What follows belongs to an exercise in optimizing a design on an open flow for small area, a short achievable clock period and few clock cycles; a production flow would make more cautious choices.
Where RTL was checked, it was by simulation tests only, not by an equivalence proof against the original.

Setup of main:
==> flow/design.v <==
module corr_engine #(
    parameter TIMEOUT_TICKS = 10,
    parameter SEQ_RESET     = 0
) (
    input  wire       clk,
    input  wire       rst,           
    input  wire       cmd_valid,
    output wire       cmd_ready,
    input  wire [1:0] cmd_op,        
    input  wire [7:0] cmd_seq,       
    output reg        ev_valid,
    input  wire       ev_ready,
    output reg  [3:0] ev_code,
    output reg  [7:0] ev_seq
);
    localparam NE = TIMEOUT_TICKS;   
    localparam [1:0] OP_SEND    = 2'd0;
    localparam [1:0] OP_RESOLVE = 2'd1;
    localparam [1:0] OP_TICK    = 2'd2;
    localparam [3:0] EV_SEND_ACCEPTED = 4'h1;
    localparam [3:0] EV_SEND_REJECTED = 4'h2;
    localparam [3:0] EV_RESPONSE      = 4'h3;
    localparam [3:0] EV_TIMEOUT       = 4'h4;
    localparam [3:0] EV_UNMATCHED     = 4'hA;
    localparam [7:0] REASON_SEQ_BUSY  = 8'h01;
    integer i;
    genvar gr, gc;
    reg  [254:0] pend_valid;         
    reg  [7:0]   seq_ctr;
    reg          s_v;
    reg  [1:0]   s_op;
    reg  [7:0]   s_seq;
    reg          c_v;
    reg          c_send, c_res, c_tick;
    reg  [7:0]   c_seq;              
    reg  [15:0]  c_row, c_col;       
    reg          c_spec;             
    reg          last_rej;           
    reg          tk;                 
    reg          b_v;
    reg  [3:0]   b_code;
    reg  [7:0]   b_seq;
    reg  [7:0]   ctr_nx;             
    reg  [15:0]  m_reg;
    reg  [3:0]   m_row;
    reg  [7:0]   ep_start [0:NE-1];
    reg  [NE-1:0] ep_used;
    reg  [NE-1:0] ep_wrap;
    wire [255:0] vext = {1'b0, pend_valid};
    wire [15:0]  rowdata;
    generate
        for (gc = 0; gc < 16; gc = gc + 1) begin : g_rd
            wire [15:0] colbits;
            for (gr = 0; gr < 16; gr = gr + 1) begin : g_rb
                assign colbits[gr] = vext[16*gr + gc];
            end
            assign rowdata[gc] = |(colbits & c_row);
        end
    endgenerate
    wire hit_raw = |(rowdata & c_col);
    wire         xc_empty = !ep_used[0] || ep_wrap[1];
    wire [7:0]   xc_lo    = ep_wrap[0] ? seq_ctr : ep_start[0];
    wire [7:0]   xc_hi    = ep_start[1];
    wire [7:0]   xc_hm    = xc_hi - 8'd1;
    wire         xc_wrap  = (xc_lo >= xc_hi);
    wire         xc_hnz   = (xc_hi != 8'd0);
    reg          x_stale;
    reg          x_empty, x_wrap, x_hnz, x_jump;
    reg  [7:0]   x_lo, x_hm;
    reg  [3:0]   x_first, x_last;
    always @(posedge clk) begin
        x_empty <= xc_empty;
        x_wrap  <= xc_wrap;
        x_hnz   <= xc_hnz;
        x_lo    <= xc_lo;
        x_hm    <= xc_hm;
        x_first <= (xc_wrap && xc_hnz) ? 4'd0 : xc_lo[7:4];
        x_last  <= xc_wrap ? 4'd15 : xc_hm[7:4];
        x_jump  <= xc_wrap && (xc_hm[7:4] < xc_lo[7:4]);
    end
    wire [3:0]   r       = c_seq[7:4];
    wire [3:0]   r_next  = (x_jump && r == x_hm[7:4]) ? x_lo[7:4] : r + 4'd1;
    wire [15:0]  rmask;
    generate
        for (gc = 0; gc < 16; gc = gc + 1) begin : g_mask
            wire ge_lo = (r > x_lo[7:4]) || (r == x_lo[7:4] && gc >= x_lo[3:0]);
            wire le_hm = (r < x_hm[7:4]) || (r == x_hm[7:4] && gc <= x_hm[3:0]);
            assign rmask[gc] = x_wrap ? (ge_lo || (le_hm && x_hnz)) : (ge_lo && le_hm);
        end
    endgenerate
    wire         m_any    = |m_reg;
    reg  [3:0]   m_col;
    always @* begin
        m_col = 4'd0;
        for (i = 15; i >= 0; i = i - 1)
            if (m_reg[i]) m_col = i;
    end
    wire [15:0]  m_low    = 16'd1 << m_col;
    wire h_free    = !ev_valid || ev_ready;
    wire emit_to   = m_any && !b_v;
    wire exec_sr   = c_v && (c_send || c_res) && !m_any && !b_v;
    wire force_rej = c_spec && last_rej;
    wire hit       = hit_raw || (c_send && force_rej);
    wire send_ok   = exec_sr && c_send && !hit;
    wire t_act     = c_v && c_tick && !x_stale;
    wire t_empty   = !tk && x_empty;
    wire t_rowok   = tk || (r == x_first);
    wire m_room    = !m_any;
    wire t_read    = t_act && !t_empty && t_rowok && m_room;
    wire t_reload  = t_act && !t_empty && !t_rowok;
    wire t_last    = t_read && (r == x_last);
    wire t_done    = (t_act && t_empty) || t_last;
    wire t_adv     = t_read && !t_last;
    wire c_done    = exec_sr || t_done;
    wire c_load    = !c_v || c_done;
    assign cmd_ready = !s_v;
    wire   cmd_fire  = cmd_valid && !s_v;
    wire       n_v   = s_v || cmd_valid;
    wire [1:0] n_op  = s_v ? s_op  : cmd_op;
    wire [7:0] n_seq = s_v ? s_seq : cmd_seq;
    wire [7:0] ctr_inc  = ctr_nx;
    wire [7:0] ctr_inc2 = (ctr_nx == 8'd254) ? 8'd0 : ctr_nx + 8'd1;
    wire       ctr_step = exec_sr && c_send && !force_rej;    
    wire [7:0] ctr_spec = ctr_step ? ctr_inc : seq_ctr;
    reg  [7:0] a_next;
    always @* begin
        if (c_load)
            a_next = (n_op == OP_SEND) ? ctr_spec :
                     (n_op == OP_TICK) ? {x_first, 4'd0} : n_seq;
        else if (t_reload)
            a_next = {x_first, 4'd0};
        else if (t_adv)
            a_next = {r_next, 4'd0};
        else
            a_next = c_seq;
    end
    reg  [3:0] e_code;
    reg  [7:0] e_seq;
    always @* begin
        if (m_any) begin
            e_code = EV_TIMEOUT;
            e_seq  = {m_row, m_col};
        end else if (c_send) begin
            e_code = hit ? EV_SEND_REJECTED : EV_SEND_ACCEPTED;
            e_seq  = hit ? REASON_SEQ_BUSY  : seq_ctr;
        end else begin
            e_code = hit ? EV_RESPONSE : EV_UNMATCHED;
            e_seq  = c_seq;
        end
    end
    wire        wen  = (exec_sr && !(c_send && force_rej)) || t_read;
    wire        wval = c_send && !rst;
    wire [15:0] wrow = {16{rst}} | ({16{wen}} & c_row);
    wire [15:0] wcol = {16{rst}} | (t_read ? rmask : c_col);
    generate
        for (gr = 0; gr < 16; gr = gr + 1) begin : g_wr
            for (gc = 0; gc < 16; gc = gc + 1) begin : g_wc
                if (16*gr + gc < 255) begin : g_bit
                    always @(posedge clk)
                        if (wrow[gr] && wcol[gc])
                            pend_valid[16*gr + gc] <= wval;
                end
            end
        end
    endgenerate
    always @(posedge clk) begin
        c_seq <= a_next;
        for (i = 0; i < 16; i = i + 1) begin
            c_row[i] <= (a_next[7:4] == i);
            c_col[i] <= (a_next[3:0] == i);
        end
        if (c_load) begin
            c_send <= (n_op == OP_SEND);
            c_res  <= (n_op == OP_RESOLVE);
            c_tick <= (n_op == OP_TICK);
            c_spec <= ctr_step;
        end
        if (cmd_fire && !c_load) begin
            s_op  <= cmd_op;
            s_seq <= cmd_seq;
        end
        if (exec_sr && c_send)
            last_rej <= hit;
        if (!b_v) begin
            b_code <= e_code;
            b_seq  <= e_seq;
        end
        if (t_read)
            m_row <= r;
        x_stale <= t_done || (send_ok && (ep_wrap[0] || ctr_inc == ep_start[0] || ctr_inc == ep_start[1]));
        if (rst) begin
            s_v      <= 1'b0;
            c_v      <= 1'b0;
            tk       <= 1'b0;
            m_reg    <= 16'd0;
            seq_ctr  <= SEQ_RESET;
            ctr_nx   <= SEQ_RESET + 1;
            ev_valid <= 1'b0;
            b_v      <= 1'b0;
            ep_used  <= {NE{1'b0}};
            ep_wrap[NE-1]  <= 1'b0;
            ep_start[NE-1] <= SEQ_RESET;
        end else begin
            if (c_load)
                c_v <= n_v;
            if (c_load && s_v)
                s_v <= 1'b0;
            else if (cmd_fire && !c_load)
                s_v <= 1'b1;
            if (t_reload || t_adv)
                tk <= 1'b1;
            else if (t_done)
                tk <= 1'b0;
            if (t_read)
                m_reg <= rowdata & rmask;
            else if (emit_to)
                m_reg <= m_reg & ~m_low;
            if (h_free) begin
                ev_valid <= b_v || emit_to || exec_sr;
                if (b_v) begin
                    ev_code <= b_code;
                    ev_seq  <= b_seq;
                end else begin
                    ev_code <= e_code;
                    ev_seq  <= e_seq;
                end
            end
            if (h_free)
                b_v <= 1'b0;
            else if (emit_to || exec_sr)
                b_v <= 1'b1;
            if (send_ok) begin
                seq_ctr <= ctr_inc;
                ctr_nx  <= ctr_inc2;
                ep_used[NE-1] <= 1'b1;
                for (i = 0; i < NE; i = i + 1)
                    if (ctr_inc == ep_start[i])
                        ep_wrap[i] <= 1'b1;
            end
            if (t_done) begin
                for (i = 0; i < NE-1; i = i + 1) begin
                    ep_start[i] <= ep_start[i+1];
                    ep_used[i]  <= ep_used[i+1];
                    ep_wrap[i]  <= ep_wrap[i+1];
                end
                ep_start[NE-1] <= seq_ctr;
                ep_used[NE-1]  <= 1'b0;
                ep_wrap[NE-1]  <= 1'b0;
            end
        end
    end
endmodule
==> flow/config.mk <==
export PLATFORM = sky130hd
export DESIGN_NAME = corr_engine
export DESIGN_NICKNAME = corr_engine
export VERILOG_FILES = /design/flow/design.v
export SDC_FILE = /design/flow/constraint.sdc
export NUM_CORES = 4
export LEC_CHECK = 0
export CAP_MARGIN = 20
export CORE_MARGIN = 2
export CORE_UTILIZATION = 40
export SETUP_SLACK_MARGIN = 4.2
export SLEW_MARGIN = 20
==> flow/constraint.sdc <==
create_clock -name core_clock -period 7.5 [get_ports {clk}]
set_input_delay 1.5000 -clock core_clock [delete_from_list [all_inputs] [get_ports {clk}]]
set_output_delay 1.5000 -clock core_clock [all_outputs]
set_load 0.01 [all_outputs]
run.sh (not shown) runs the stock make flow with config.mk's settings and CLKGATE_MAP_FILE= SYNTH_SCRIPT=/design/flow/synth_recipe.tcl, a recipe that flattens the netlist after the stock synthesis.
--- input diff main..the feature branch ---
--- a/flow/design.v
+++ b/flow/design.v
@@ -188,5 +188,5 @@
         if (t_read)
             m_row <= r;
-        x_stale <= t_done || (send_ok && (ep_wrap[0] || ctr_inc == ep_start[0] || ctr_inc == ep_start[1]));
+        x_stale <= t_done || (send_ok && ep_used[0] && (ep_wrap[0] || ctr_inc == ep_start[0] || ctr_inc == ep_start[1]));
         if (rst) begin
             s_v      <= 1'b0;
## What came out
The feature branch against main: area of the multi-input gates has increased; worst hold margin has increased; area growth from synthesis to layout has decreased. NOTE: site row count in the feature branch exceeds that of main. Every stage of the flow completed for the feature branch, and the final layout passed the timing, DRC and antenna checks. The feature branch vs main on first-iteration DRC count: the feature branch is the lower one. The feature branch vs. main: clock buffer and inverter area fraction after layout now smaller; worst slew margin relative to its limit now smaller. Summary of the comparison: core occupancy in the finished layout is lower in the feature branch, relative to main. Comparing main and the feature branch, synthesized area is higher on the feature branch. Cmp main and the feature branch / global routing met1 resource utilization / lower: the feature branch. Diff main -> the feature branch | pin count of the biggest net entering global routing | down by more than half. | post-synthesis xor/xnor area fraction | the feature branch vs main | ≈ equal |.
Testbench counts of the feature branch, summed over its fixed seeds: cycles 25,242.
Function not checked in main: the RTL went through the layout flow alone.

port drivers added, routing unchanged:
The flow's constraints put no driver on any port. The routed layouts listed below were extracted and timed again, unchanged, in two steps. Step 1, drivers: a clkbuf_16 drives clk and a buf_2 each remaining input, both assumed. Step 2 adds t to the input delays and takes it off the output delays; t is the mean of the earliest and latest rising clock arrival at the registers after step 1. Input paths then give back, and output paths get back, about the clock's delay inside the block. a / b / c = no drivers / after step 1 / after step 2; a / b = the first two.
run	shift t [ns]	setup slack, ns	worst data-port slew with drivers (ns)
main	0.667	4.299 / 4.308 / 3.674	0.04
the feature branch	0.669	4.215 / 4.215 / 3.772	0.05
After both steps setup and hold are still met in every run listed. For main, which loses most, drivers alone change the setup slack by +0.009 ns; drivers and shift together by -0.625 ns.
